This is an optimization exercise on Yosys and OpenROAD, whose aim is small area, a short achievable clock period and few clock cycles, not a production implementation. Function was checked by simulation only, so behaviour that the tests miss may differ from the original. Power is estimated from default activity; no workload was simulated.

File: flow/run.sh
#!/bin/bash
# synth_recipe.tcl (not shown) runs the flow's synth.tcl, then flattens the netlist and writes it again
# the make line also repeats each setting of config.mk as NAME=value (left out here)
make -C /OpenROAD-flow-scripts/flow DESIGN_CONFIG=/design/flow/config.mk WORK_HOME=/design/flow/orfs CLKGATE_MAP_FILE= SYNTH_SCRIPT=/design/flow/synth_recipe.tcl finish
File: flow/config.mk
export PLATFORM = sky130hd
export DESIGN_NAME = pvp_codec
export DESIGN_NICKNAME = pvp_codec
export VERILOG_FILES = /design/flow/design.v
export SDC_FILE = /design/flow/constraint.sdc
export NUM_CORES = 4
export LEC_CHECK = 0
export CAP_MARGIN = 20
export CORE_MARGIN = 2
export CORE_UTILIZATION = 40
export SLEW_MARGIN = 20
File: flow/constraint.sdc
create_clock -name core_clock -period 12.0 [get_ports {clk}]
set_input_delay 2.4000 -clock core_clock [delete_from_list [all_inputs] [get_ports {clk}]]
set_output_delay 2.4000 -clock core_clock [all_outputs]
set_load 0.01 [all_outputs]
File: flow/design.v
module pvp_codec (
    input  wire        clk,
    input  wire        rst,
    input  wire        cmd_valid,
    input  wire [7:0]  cmd_data,
    input  wire        cmd_last,
    output wire        cmd_ready,
    output reg         done,
    output wire        rx_ready,
    input  wire        rx_valid,
    input  wire        rx_empty,
    input  wire [7:0]  rx_data,
    output wire        tx_valid,
    output wire [7:0]  tx_data,
    input  wire        tx_ready,
    output wire        tx_end,
    input  wire        tx_ack,
    input  wire [7:0]  tx_count,
    output reg  [7:0]  acc,
    output reg  [19:0] val,
    output reg  [9:0]  r_addr,
    output reg  [3:0]  r_dir,
    output reg  [9:0]  r_param,
    output reg  [6:0]  r_dlen,
    output reg         valid,
    output reg  [7:0]  wcnt,
    output reg         filt,
    output reg  [7:0]  status,
    output reg  [7:0]  info,
    output reg         phase,
    output reg         efilt,
    output reg  [6:0]  rcnt,
    output reg  [6:0]  flen
);
    localparam [7:0] OP_CSCLR   = 8'h10, OP_CSADD = 8'h11, OP_CSRNG = 8'h12,
                     OP_CSRD    = 8'h13, OP_CSPUT = 8'h14,
                     OP_DENC    = 8'h20, OP_DDEC  = 8'h21,
                     OP_FBCLR   = 8'h30, OP_FBPUT = 8'h31, OP_FBRD  = 8'h32,
                     OP_ENCREQ  = 8'h40, OP_ENCCMD = 8'h41, OP_SEND = 8'h42,
                     OP_RDFRAME = 8'h50, OP_FILTEN = 8'h51, OP_FILTDIS = 8'h52,
                     OP_DECODE  = 8'h60;
    localparam [7:0] ST_OK = 8'h00, ST_TOOSHORT = 8'h01, ST_BADTERM = 8'h02,
                     ST_BADCSUM = 8'h03, ST_PARSE = 8'h04, ST_UNDEF = 8'h05,
                     ST_RANGE = 8'h06, ST_LOGIC = 8'h07, ST_INVCHAR = 8'h08,
                     ST_ILLCMD = 8'h20, ST_ILLOPND = 8'h21, ST_FIELDOVF = 8'h22,
                     ST_BUFOVF = 8'h23;
    localparam [7:0] CR = 8'h0D;
    localparam [6:0] BUFCAP = 7'd113;
    localparam [4:0] S_IDLE    = 5'd0,  S_EXEC   = 5'd1,  S_BCD    = 5'd2,
                     S_WDIG    = 5'd3,  S_CSRNG  = 5'd4,  S_DDEC   = 5'd5,
                     S_RX      = 5'd6,  S_TX     = 5'd7,  S_TXEND  = 5'd8,
                     S_E_ADDRW = 5'd9,  S_E_DIR  = 5'd10, S_E_Z    = 5'd11,
                     S_E_PARAM = 5'd12, S_E_PARAMW = 5'd13, S_E_LEN = 5'd14,
                     S_E_LENW  = 5'd15, S_E_PAY  = 5'd16, S_E_REQT = 5'd17,
                     S_E_CS    = 5'd18, S_E_CSW  = 5'd19, S_E_CR   = 5'd20,
                     S_D_SUM   = 5'd21, S_D_CMP  = 5'd22, S_D_PARSE = 5'd23,
                     S_D_SENT  = 5'd24, S_CSPUTW = 5'd25, S_DENCW  = 5'd26;
    reg [4:0] state;
    reg [4:0] ret_state;           
    reg [6:0] fb   [0:112];
    reg [6:0] pbuf [0:98];
    reg [8:0] pcnt;                
    reg [7:0] op, b1, b2, b3, b4, b5;
    reg       pay_bad;             
    reg [6:0]  idx;                
    reg [6:0]  lim;                
    reg [2:0]  nd;                 
    reg        wacc;               
    reg [19:0] bin;                
    reg [23:0] bcd;                
    reg [4:0]  bcnt;               
    reg [19:0] tmp;                
    reg [9:0]  ta, tp;             
    reg [3:0]  td;                 
    reg [2:0]  smatch;             
    assign cmd_ready = (state == S_IDLE);
    assign rx_ready  = (state == S_RX);
    assign tx_valid  = (state == S_TX) && (idx < flen);
    assign tx_end    = (state == S_TXEND);
    wire [15:0] f_addr  = {b1, b2};
    wire [15:0] f_param = {b3, b4};
    wire [23:0] f_v     = {b2, b3, b4};
    wire [8:0]  off_n   = {1'b0, b1} + {1'b0, b2};        
    wire [8:0]  flen_w  = {2'b0, flen} + {1'b0, b1};       
    reg  [23:0] pow10;                                     
    always @(*) begin
        case (b1)
            8'd1: pow10 = 24'd10;
            8'd2: pow10 = 24'd100;
            8'd3: pow10 = 24'd1000;
            8'd4: pow10 = 24'd10000;
            8'd5: pow10 = 24'd100000;
            default: pow10 = 24'd1000000;
        endcase
    end
    reg       op_known;
    reg [8:0] op_len;
    always @(*) begin
        op_known = 1'b1;
        case (op)
            OP_CSCLR, OP_CSRD, OP_CSPUT, OP_FBCLR, OP_SEND,
            OP_FILTEN, OP_FILTDIS, OP_DECODE:  op_len = 9'd1;
            OP_CSADD, OP_FBPUT, OP_FBRD, OP_RDFRAME: op_len = 9'd2;
            OP_CSRNG, OP_DDEC:                 op_len = 9'd3;
            OP_DENC, OP_ENCREQ:                op_len = 9'd5;
            OP_ENCCMD:                         op_len = 9'd6 + {1'b0, b5};
            default: begin op_len = 9'd0; op_known = 1'b0; end
        endcase
    end
    wire len_ok = (op == OP_ENCCMD) ? (pcnt >= 9'd6 && pcnt == op_len) : (pcnt == op_len);
    reg  [6:0] rd_idx;
    always @(*) begin
        case (state)
            S_TX:      rd_idx = idx;
            S_CSRNG:   rd_idx = idx;
            S_DDEC:    rd_idx = idx;
            S_D_SUM:   rd_idx = idx;
            S_D_CMP:   rd_idx = flen - 7'd4 + idx;
            S_D_PARSE: rd_idx = (idx < 7'd4) ? idx : idx + 7'd1;
            S_D_SENT:  rd_idx = 7'd10 + idx;
            default:   rd_idx = flen - 7'd1;    
        endcase
    end
    wire [6:0] rd_ch    = fb[rd_idx];
    wire       rd_digit = (rd_ch >= 7'h30) && (rd_ch <= 7'h39);
    wire [3:0] rd_dval  = rd_ch[3:0];
    assign tx_data = {1'b0, rd_ch};
    wire [3:0] wdig     = bcd[{nd - 3'd1, 2'b00} +: 4];
    wire [1:0] cmp_sel  = 2'd2 - idx[1:0];
    wire [3:0] cmp_dig  = bcd[{1'b0, cmp_sel, 2'b00} +: 4];
    reg [23:0] bcd_adj;
    integer k;
    always @(*) begin
        for (k = 0; k < 6; k = k + 1)
            bcd_adj[4*k +: 4] = (bcd[4*k +: 4] >= 4'd5) ? bcd[4*k +: 4] + 4'd3 : bcd[4*k +: 4];
    end
    reg [6:0] sent0, sent1, sent2;
    always @(*) begin
        case (idx[2:0])
            3'd0: begin sent0 = "N"; sent1 = "_"; sent2 = "_"; end
            3'd1: begin sent0 = "O"; sent1 = "R"; sent2 = "L"; end
            3'd2: begin sent0 = "_"; sent1 = "A"; sent2 = "O"; end
            3'd3: begin sent0 = "D"; sent1 = "N"; sent2 = "G"; end
            3'd4: begin sent0 = "E"; sent1 = "G"; sent2 = "I"; end
            default: begin sent0 = "F"; sent1 = "E"; sent2 = "C"; end
        endcase
    end
    reg [6:0] req_tail;
    always @(*) begin
        case (idx[1:0])
            2'd0: req_tail = "0";
            2'd1: req_tail = "2";
            2'd2: req_tail = "=";
            default: req_tail = "?";
        endcase
    end
    reg       fb_we;
    reg [6:0] fb_wdata;
    always @(*) begin
        fb_we    = 1'b0;
        fb_wdata = 7'd0;
        case (state)
            S_EXEC:    if (op == OP_FBPUT) begin fb_we = 1'b1; fb_wdata = b1[6:0]; end
            S_WDIG:    begin fb_we = 1'b1; fb_wdata = {3'b011, wdig}; end
            S_E_DIR:   begin fb_we = 1'b1; fb_wdata = (op == OP_ENCCMD) ? 7'h31 : 7'h30; end
            S_E_Z:     begin fb_we = 1'b1; fb_wdata = 7'h30; end
            S_E_PAY:   if (idx < lim) begin fb_we = 1'b1; fb_wdata = pbuf[idx]; end
            S_E_REQT:  begin fb_we = 1'b1; fb_wdata = req_tail; end
            S_E_CR:    begin fb_we = 1'b1; fb_wdata = CR[6:0]; end
            S_RX:      if (rx_valid && !rx_empty && !rx_data[7]) begin
                           fb_we = 1'b1; fb_wdata = rx_data[6:0];
                       end
            default: ;
        endcase
    end
    wire refuse_chk = !op_known || !len_ok;
    always @(posedge clk) begin
        if (fb_we && flen < BUFCAP)
            fb[flen] <= fb_wdata;
    end
    always @(posedge clk) begin
        if (rst) begin
            pcnt    <= 9'd0;
            pay_bad <= 1'b0;
        end else if (state == S_IDLE && cmd_valid) begin
            case (pcnt)
                9'd0: op <= cmd_data;
                9'd1: b1 <= cmd_data;
                9'd2: b2 <= cmd_data;
                9'd3: b3 <= cmd_data;
                9'd4: b4 <= cmd_data;
                9'd5: b5 <= cmd_data;
                default: begin
                    if (pcnt < 9'd105) pbuf[pcnt - 9'd6] <= cmd_data[6:0];
                    if (cmd_data[7]) pay_bad <= 1'b1;
                end
            endcase
            if (pcnt != 9'h1FF) pcnt <= pcnt + 9'd1;
        end else if (state == S_EXEC) begin
            pcnt    <= 9'd0;
            pay_bad <= 1'b0;
        end
    end
    task finish(input [7:0] st, input [7:0] inf);
        begin
            status <= st;
            info   <= inf;
            done   <= 1'b1;
            state  <= S_IDLE;
        end
    endtask
    task start_bcd(input [19:0] v, input [4:0] ret);
        begin
            bin       <= v;
            bcd       <= 24'd0;
            bcnt      <= 5'd20;
            ret_state <= ret;
            state     <= S_BCD;
        end
    endtask
    task decode_fail(input [7:0] st, input [7:0] inf);
        begin
            r_addr  <= 10'd0;
            r_dir   <= 4'd0;
            r_param <= 10'd0;
            r_dlen  <= 7'd0;
            valid   <= 1'b0;
            finish(st, inf);
        end
    endtask
    always @(posedge clk) begin
        if (rst) begin
            state   <= S_IDLE;
            done    <= 1'b0;
            acc     <= 8'd0;
            val     <= 20'd0;
            r_addr  <= 10'd0;
            r_dir   <= 4'd0;
            r_param <= 10'd0;
            r_dlen  <= 7'd0;
            valid   <= 1'b0;
            wcnt    <= 8'd0;
            filt    <= 1'b0;
            status  <= ST_OK;
            info    <= 8'd0;
            phase   <= 1'b0;
            efilt   <= 1'b0;
            rcnt    <= 7'd0;
            flen    <= 7'd0;
        end else begin
            done <= 1'b0;
            case (state)
            S_IDLE: begin
                if (cmd_valid && cmd_last)
                    state <= S_EXEC;
            end
            S_EXEC: begin
                if (refuse_chk) begin
                    finish(ST_ILLCMD, op);
                end else begin
                    case (op)
                    OP_CSCLR: begin
                        acc <= 8'd0;
                        finish(ST_OK, 8'd0);
                    end
                    OP_CSADD: begin
                        if (b1[7]) finish(ST_ILLOPND, 8'd0);
                        else begin
                            acc <= acc + {1'b0, b1[6:0]};
                            finish(ST_OK, 8'd0);
                        end
                    end
                    OP_CSRNG: begin
                        if (off_n > {2'b0, flen}) finish(ST_ILLOPND, 8'd0);
                        else begin
                            idx   <= b1[6:0];
                            lim   <= off_n[6:0];
                            state <= S_CSRNG;
                        end
                    end
                    OP_CSRD: begin
                        val <= {12'd0, acc};
                        finish(ST_OK, 8'd0);
                    end
                    OP_CSPUT: begin
                        if ({1'b0, flen} + 8'd3 > {1'b0, BUFCAP}) finish(ST_BUFOVF, 8'd0);
                        else start_bcd({12'd0, acc}, S_CSPUTW);
                    end
                    OP_DENC: begin
                        if (b1 == 8'd0 || b1 > 8'd6)         finish(ST_ILLOPND, 8'd0);
                        else if (f_v >= pow10)               finish(ST_FIELDOVF, 8'd0);
                        else if (flen_w > {2'b0, BUFCAP})    finish(ST_BUFOVF, 8'd0);
                        else start_bcd(f_v[19:0], S_DENCW);
                    end
                    OP_DDEC: begin
                        if (b2 == 8'd0 || b2 > 8'd6)         finish(ST_ILLOPND, 8'd0);
                        else if (off_n > {2'b0, flen})       finish(ST_ILLOPND, 8'd0);
                        else begin
                            idx   <= b1[6:0];
                            lim   <= off_n[6:0];
                            tmp   <= 20'd0;
                            state <= S_DDEC;
                        end
                    end
                    OP_FBCLR: begin
                        flen  <= 7'd0;
                        valid <= 1'b0;
                        finish(ST_OK, 8'd0);
                    end
                    OP_FBPUT: begin
                        if (b1[7])                finish(ST_ILLOPND, 8'd0);
                        else if (flen == BUFCAP)  finish(ST_BUFOVF, 8'd0);
                        else begin
                            flen  <= flen + 7'd1;
                            valid <= 1'b0;
                            finish(ST_OK, 8'd0);
                        end
                    end
                    OP_FBRD: begin
                        if (b1 >= {1'b0, flen}) finish(ST_ILLOPND, 8'd0);
                        else begin
                            val <= {13'd0, fb[b1[6:0]]};
                            finish(ST_OK, 8'd0);
                        end
                    end
                    OP_ENCREQ, OP_ENCCMD: begin
                        if (op == OP_ENCCMD && pay_bad)
                            finish(ST_ILLOPND, 8'd0);
                        else if (f_addr > 16'd999 || f_param > 16'd999 ||
                                 (op == OP_ENCCMD && b5 > 8'd99))
                            finish(ST_FIELDOVF, 8'd0);
                        else begin
                            flen  <= 7'd0;
                            acc   <= 8'd0;
                            valid <= 1'b0;
                            wacc  <= 1'b1;
                            start_bcd({10'd0, f_addr[9:0]}, S_E_ADDRW);
                        end
                    end
                    OP_SEND: begin
                        idx   <= 7'd0;
                        state <= S_TX;
                    end
                    OP_RDFRAME: begin
                        if (b1 != 8'h00 && b1 != 8'h02 && b1 != 8'h03)
                            finish(ST_ILLOPND, 8'd0);
                        else begin
                            efilt  <= (b1 == 8'h00) ? filt : b1[0];
                            flen   <= 7'd0;
                            rcnt   <= 7'd0;
                            valid  <= 1'b0;
                            status <= ST_OK;
                            info   <= 8'd0;
                            phase  <= 1'b1;
                            state  <= S_RX;
                        end
                    end
                    OP_FILTEN: begin
                        filt <= 1'b1;
                        finish(ST_OK, 8'd0);
                    end
                    OP_FILTDIS: begin
                        filt <= 1'b0;
                        finish(ST_OK, 8'd0);
                    end
                    default: begin  
                        if (flen < 7'd14)
                            decode_fail(ST_TOOSHORT, 8'd0);
                        else if (rd_ch != CR[6:0])
                            decode_fail(ST_BADTERM, 8'd0);
                        else begin
                            acc   <= 8'd0;
                            idx   <= 7'd0;
                            lim   <= flen - 7'd4;
                            state <= S_D_SUM;
                        end
                    end
                    endcase
                end
            end
            S_BCD: begin
                {bcd, bin} <= {bcd_adj[22:0], bin, 1'b0};
                bcnt <= bcnt - 5'd1;
                if (bcnt == 5'd1)
                    state <= ret_state;
            end
            S_WDIG: begin
                flen <= flen + 7'd1;
                if (wacc) acc <= acc + {4'h3, wdig};
                nd <= nd - 3'd1;
                if (nd == 3'd1)
                    state <= ret_state;
            end
            S_CSRNG: begin
                if (idx < lim) begin
                    acc <= acc + {1'b0, rd_ch};
                    idx <= idx + 7'd1;
                end else
                    finish(ST_OK, 8'd0);
            end
            S_CSPUTW: begin
                nd        <= 3'd3;
                wacc      <= 1'b0;
                valid     <= 1'b0;
                ret_state <= S_IDLE;
                state     <= S_WDIG;
                status    <= ST_OK;
                info      <= 8'd0;
            end
            S_DENCW: begin
                nd        <= b1[2:0];
                wacc      <= 1'b0;
                valid     <= 1'b0;
                ret_state <= S_IDLE;
                state     <= S_WDIG;
                status    <= ST_OK;
                info      <= 8'd0;
            end
            S_DDEC: begin
                if (idx < lim) begin
                    if (!rd_digit) begin
                        val <= 20'd0;
                        finish(ST_PARSE, {1'b0, idx});
                    end else begin
                        tmp <= tmp * 20'd10 + {16'd0, rd_dval};
                        idx <= idx + 7'd1;
                    end
                end else begin
                    val <= tmp;
                    finish(ST_OK, 8'd0);
                end
            end
            S_E_ADDRW: begin
                nd <= 3'd3; ret_state <= S_E_DIR; state <= S_WDIG;
            end
            S_E_DIR: begin
                flen  <= flen + 7'd1;
                acc   <= acc + ((op == OP_ENCCMD) ? 8'h31 : 8'h30);
                state <= S_E_Z;
            end
            S_E_Z: begin
                flen  <= flen + 7'd1;
                acc   <= acc + 8'h30;
                state <= S_E_PARAM;
            end
            S_E_PARAM: begin
                start_bcd({10'd0, f_param[9:0]}, S_E_PARAMW);
            end
            S_E_PARAMW: begin
                nd <= 3'd3; ret_state <= S_E_LEN; state <= S_WDIG;
            end
            S_E_LEN: begin
                idx <= 7'd0;
                if (op == OP_ENCCMD) start_bcd({13'd0, b5[6:0]}, S_E_LENW);
                else                 state <= S_E_REQT;
            end
            S_E_LENW: begin
                idx <= 7'd0;
                lim <= b5[6:0];
                nd <= 3'd2; ret_state <= S_E_PAY; state <= S_WDIG;
            end
            S_E_PAY: begin
                if (idx < lim) begin
                    flen <= flen + 7'd1;
                    acc  <= acc + {1'b0, pbuf[idx]};
                    idx  <= idx + 7'd1;
                end else
                    state <= S_E_CS;
            end
            S_E_REQT: begin
                flen <= flen + 7'd1;
                acc  <= acc + {1'b0, req_tail};
                idx  <= idx + 7'd1;
                if (idx == 7'd3) state <= S_E_CS;
            end
            S_E_CS: begin
                wacc <= 1'b0;
                start_bcd({12'd0, acc}, S_E_CSW);
            end
            S_E_CSW: begin
                nd <= 3'd3; ret_state <= S_E_CR; state <= S_WDIG;
            end
            S_E_CR: begin
                flen  <= flen + 7'd1;
                idx   <= 7'd0;
                state <= S_TX;
            end
            S_TX: begin
                if (idx < flen) begin
                    if (tx_ready) idx <= idx + 7'd1;
                end else
                    state <= S_TXEND;
            end
            S_TXEND: begin
                if (tx_ack) begin
                    wcnt <= tx_count;
                    finish(ST_OK, 8'd0);
                end
            end
            S_RX: begin
                if (rx_valid) begin
                    rcnt <= rcnt + 7'd1;
                    if (rx_empty) begin
                        phase <= 1'b0;
                        finish(ST_OK, 8'd0);
                    end else if (rx_data[7]) begin
                        if (!efilt) begin
                            flen  <= 7'd0;
                            phase <= 1'b0;
                            finish(ST_INVCHAR, rx_data);
                        end else if (rcnt == 7'd63) begin
                            phase <= 1'b0;
                            finish(ST_OK, 8'd0);
                        end
                    end else begin
                        flen <= flen + 7'd1;
                        if (rx_data == CR || rcnt == 7'd63) begin
                            phase <= 1'b0;
                            finish(ST_OK, 8'd0);
                        end
                    end
                end
            end
            S_D_SUM: begin
                if (idx < lim) begin
                    acc <= acc + {1'b0, rd_ch};
                    idx <= idx + 7'd1;
                end else begin
                    idx <= 7'd0;
                    start_bcd({12'd0, acc}, S_D_CMP);
                end
            end
            S_D_CMP: begin
                if (rd_ch != {3'b011, cmp_dig})
                    decode_fail(ST_BADCSUM, 8'd0);
                else if (idx == 7'd2) begin
                    idx <= 7'd0;
                    ta  <= 10'd0;
                    td  <= 4'd0;
                    tp  <= 10'd0;
                    state <= S_D_PARSE;
                end else
                    idx <= idx + 7'd1;
            end
            S_D_PARSE: begin
                if (!rd_digit)
                    decode_fail(ST_PARSE, (idx < 7'd3) ? 8'd0 : (idx == 7'd3) ? 8'd1 : 8'd2);
                else begin
                    if (idx < 7'd3)       ta <= ta * 10'd10 + {6'd0, rd_dval};
                    else if (idx == 7'd3) td <= rd_dval;
                    else                  tp <= tp * 10'd10 + {6'd0, rd_dval};
                    if (idx == 7'd6) begin
                        idx    <= 7'd0;
                        smatch <= (flen == 7'd20) ? 3'b111 : 3'b000;
                        state  <= S_D_SENT;
                    end else
                        idx <= idx + 7'd1;
                end
            end
            S_D_SENT: begin
                if (idx == 7'd6) begin
                    if (smatch[0])      decode_fail(ST_UNDEF, 8'd0);
                    else if (smatch[1]) decode_fail(ST_RANGE, 8'd0);
                    else if (smatch[2]) decode_fail(ST_LOGIC, 8'd0);
                    else begin
                        r_addr  <= ta;
                        r_dir   <= td;
                        r_param <= tp;
                        r_dlen  <= flen - 7'd14;
                        valid   <= 1'b1;
                        finish(ST_OK, 8'd0);
                    end
                end else begin
                    smatch <= smatch & {rd_ch == sent2, rd_ch == sent1, rd_ch == sent0};
                    idx    <= idx + 7'd1;
                end
            end
            default: state <= S_IDLE;
            endcase
            if (state == S_WDIG && nd == 3'd1 && ret_state == S_IDLE)
                done <= 1'b1;
        end
    end
endmodule
==> out/metrics.yaml <==
outcome:
  status: "finished clean"
worst_setup_path:
  cp_max_fo: 77
  cp_data_required_time_ns: 9.60
  critPathCaptureType: "output pin"
  crit_arrival_ns: 7.89
  startpoint_type: "register"
  path_class: "reg -> out"
cts:
  htree_levels: 4
  clk_latency_ns: 0.87
  cts_setup_buffers: 0
  clock_path_buffers: 3
  postCtsHoldBufs: 0
  cts_resized: 0
  cts_made_buffers: 189
  cts_root_buf: "clkbuf_16"
  clkSlewWorstSetupHoldPaths_ns: 0.06
  cts_tree: "built"
  clock-sinks: 1782
power_and_ir_drop:
  p_clk_share_pct: 39.9
  p_leak_nw: 31.9
  p_sw_mw: 3.93
  p_sw_share_pct: 26.9
  p_int_mw: 10.7
  ir_drop_mv: 0.138
  p_per_area_mw_per_mm2: 149
  sequentialPowerShare_pct: 46.8
  combPwrFrac_pct: 13.4
routing:
  drt_iter0_drc: 8554
  post-route-drc-count: 0
  first_pass_iters: 6
  drt-vias-per-instance: 6.28
  finalWirelength_um: 284000
  wl_per_cell_um: 30.8
  postRouteAntennaNets: 0
  dr_total_vias: 58100
placed_design:
  portBuffers: 144
  dp_hpwl_um: 186000
  dp.cells: 8892
  place_congestion: 0.994
sta:
  rsz0062_at_grt: "no"
  fin_crit_ns: 10.29
  fin_worst_skew_ns: 0.0714
  worst_slew_margin_rel_pct: 16.5
  finalSetupViolCount: 0
  final.setup.tns_ns: 0
  finalMaxSlewViolations: 0
  hold_viol: 0
  worstMarginPinSlew_ns: 1.25
  fmax_mhz: 97.2
  period_share_pct: 85.8
yosys:
  ys_warn_count: 1
  ys_ff_latch: 1782
  synth_top_flop_cell: "edfxtp_1"
  yosys.area.top_type: "edfxtp_1"
  synth_area_leaders: "edfxtp_1 (57%), mux4_2 (13%), dfxtp_1 (3.0%)"
  async_flop_share_pct: 0
  syn-num-nets: 6386
  synth_edf_count: 1651
  syn_area_mm2: 0.0871
  netlist_instances: 6158
  ys_seq_area_share_pct: 59.9
  yosysUniqueCellTypes: 109
  postSynthAreaPerCell_um2: 14.1
  synth.top_cell.area_share_pct: 56.9
final_layout:
  fillers: 18900
  nets: 6458
  drive_gt1_share_pct: 16.0
  fin_util_pct: 45.2
  area_growth_pct: 12.5
  stdcell_count: 9246
floorplan:
  initial_utilization_pct: 40.2
  num_io_pins: 146
  die_w_um: 471
  fp.coreArea_mm2: 0.217
  die_height_um: 471
  dieArea_mm2: 0.221
  rows: 171
global_route:
  grt.total_usage_pct: 25.1
  antenna_found_initial: 15
  grt_pass1_wl_um: 408000
  grt_pass1_vias: 56300
  grt_remaining_overflow: 0
  grt_max_degree: 117
job:
  cap_violations: 0
hold_path:
  hp-class: "reg -> reg"
-- routing by layer --
metal	vias up	global-route usage (%)	routed length [µm]
met5	-	0	168
met2	3469	37.5	126000
li1	24400	-	-
met4	16	11.7	15100
met1	29500	35.0	114000
met3	765	5.37	29600
-- cells by family (layout without fill, tap and decap cells) --
kind of cell	count (synthesis)	count (layout)	share of synthesized area [%]
fa+ha+maj	197	197	2.92
xor+xnor	142	142	1.44
buf+inv	520	747	2.51
other cells	1	8	0.00431
simple gates	1728	1728	9.05
flops	1782	1782	59.9
compound gates	1023	1023	8.32
mux	765	765	15.8
-- final timing paths --
| check | start | end | slack, ns | cells past startpoint |
|---|---|---|---|---|
| min | tmp[19] | val[19] | 0.48 | 2 |
| min reg2reg | tmp[19] | val[19] | 0.48 | 2 |
| max | state[1] | tx_data[1] | 1.71 | 15 |
| max reg2reg | state[1] | acc[7] | 2.67 | 28 |
-- cell type report --
cell class	instances	area, µm²	share of cell area [%]
antenna	7	17.5	0.0179
clock buffer	253	5110	5.22
clock inverter	93	1050	1.07
inverter	111	418	0.426
multi-input combinational	3856	32900	33.6
sequential	1782	52200	53.3
tap	2854	3570	3.64
timing repair buffer	290	2650	2.71
-- worst max-delay path, cell delays in order, from the launching register on --
cell and delay, ns:
dfxtp_1 0.85, buf_4 0.37, nand2b_1 0.22, o21ai_1 0.28
a2111oi_4 0.42, buf_4 0.21, o21a_4 0.74, buf_12 0.46
mux2i_1 0.26, nor3_1 0.07, o32ai_1 1.03, a32oi_1 0.45
a21oi_1 0.61, nor2_1 0.08, buf_4 0.23, clkdlybuf4s50_1 0.50
-- power groups by stage --
stage               sequential [mW]  combinational, mW  clock, mW
global placement               6.97               1.89          0
detailed placement             6.97               1.89          0
finish                         6.84               1.95       5.82
CTS                            6.84               1.90       5.90
global route                   6.84               2.02       6.13
floorplan                      6.92               1.17          0
-- Yosys cell counts, drive strengths merged (13+ instances only) --
cell type,instances
nor2b,48
o21a,19
edfxtp,1651
nor3,86
a211oi,71
nor4,31
a222oi,27
and2,43
xor2,58
a21o,36
mux4,486
nand2,553
or2,13
or3,15
o22a,14
and3,39
xnor2,84
mux2i,243
a221oi,43
a311oi,33
a31oi,55
a22o,25
o211a,23
o32ai,13
a21boi,13
clkbuf,226
nand2b,74
dfxtp,131
o21ai,169
ha,185
a22oi,50
a21oi,217
a32oi,14
nor2,560
mux2,36
o22ai,38
nand4,36
nand3,177
o211ai,26
inv,110
buf,183
a211o,19
-- stage by stage --
step           hold WS [ns]  worst slack, ns  power, mW  instance area [µm²]
2_1_floorplan         0.459             5.07       8.09                87100
3_3_place_gp          0.461             3.02       8.85                91700
3_5_place_dp          0.462             2.97       8.86                91800
4_1_cts               0.479             2.03       14.6                97900
5_1_grt               0.490             1.64       15.0                98000
6_report              0.476             1.71       14.6                98000
-- cells in the final DEF, fill, tap and decap left out, types with 23 or more instances in the layout --
cell type,instances
o211a_1,23
dfxtp_1,120
o211ai_1,25
edfxtp_1,1651
a31oi_1,55
a22oi_1,49
clkinv_2,29
clkinv_1,33
xor2_1,58
nand2_1,548
clkbuf_16,192
nor4_1,24
o22ai_1,38
a221oi_1,42
nor3_1,85
nand4_1,35
a211oi_1,71
nor2b_1,48
nand3_1,174
nand2b_1,74
clkbuf_1,53
a21o_1,35
inv_1,105
mux4_2,486
clkdlybuf4s50_1,136
ha_1,185
a222oi_1,27
and2_1,42
mux2i_1,242
a22o_1,25
nor2_1,552
mux2_2,25
o21ai_0,154
a311oi_1,33
a21oi_1,215
and3_1,39
xnor2_1,83
buf_4,140
-- registers in the layout, summed over array words and instances (netlist names), 9 cells and up, named ones only --
register	count
pcnt	9
r_addr	10
pbuf	693
val	20
bin	20
bcd	24
ta	10
tp	10
fb	791
tmp	20
r_param	10
Testbench counts, summed over its fixed seeds: cycles 112,111.

==> re-timing with driven ports <==
No port has a modelled driver above. Below, the same layout with a new extraction and two added sets of constraints. Step 1 (the two cells are an assumption about what drives the block):
set clk [get_ports {clk}]
set_driving_cell -lib_cell sky130_fd_sc_hd__clkbuf_16 $clk
set_driving_cell -lib_cell sky130_fd_sc_hd__buf_2 [delete_from_list [all_inputs] $clk]
Step 2 moves the port delays by t, midway between the first and last clock arrival at a register: inputs arrive t later, outputs are due t later. That takes back most of the time a late clock gives input paths. Three values: ideal, step 1, step 2; two values: the first two.
t (ns): 0.920
setup WS [ns]: 1.707 / 1.624 / 2.544
worst data-port slew with drivers (ns): 0.10
cell pins on the clock port's net: 1
After both steps this run still meets setup and hold. For this run, drivers alone change the setup slack by -0.083 ns; drivers and shift together by +0.837 ns.
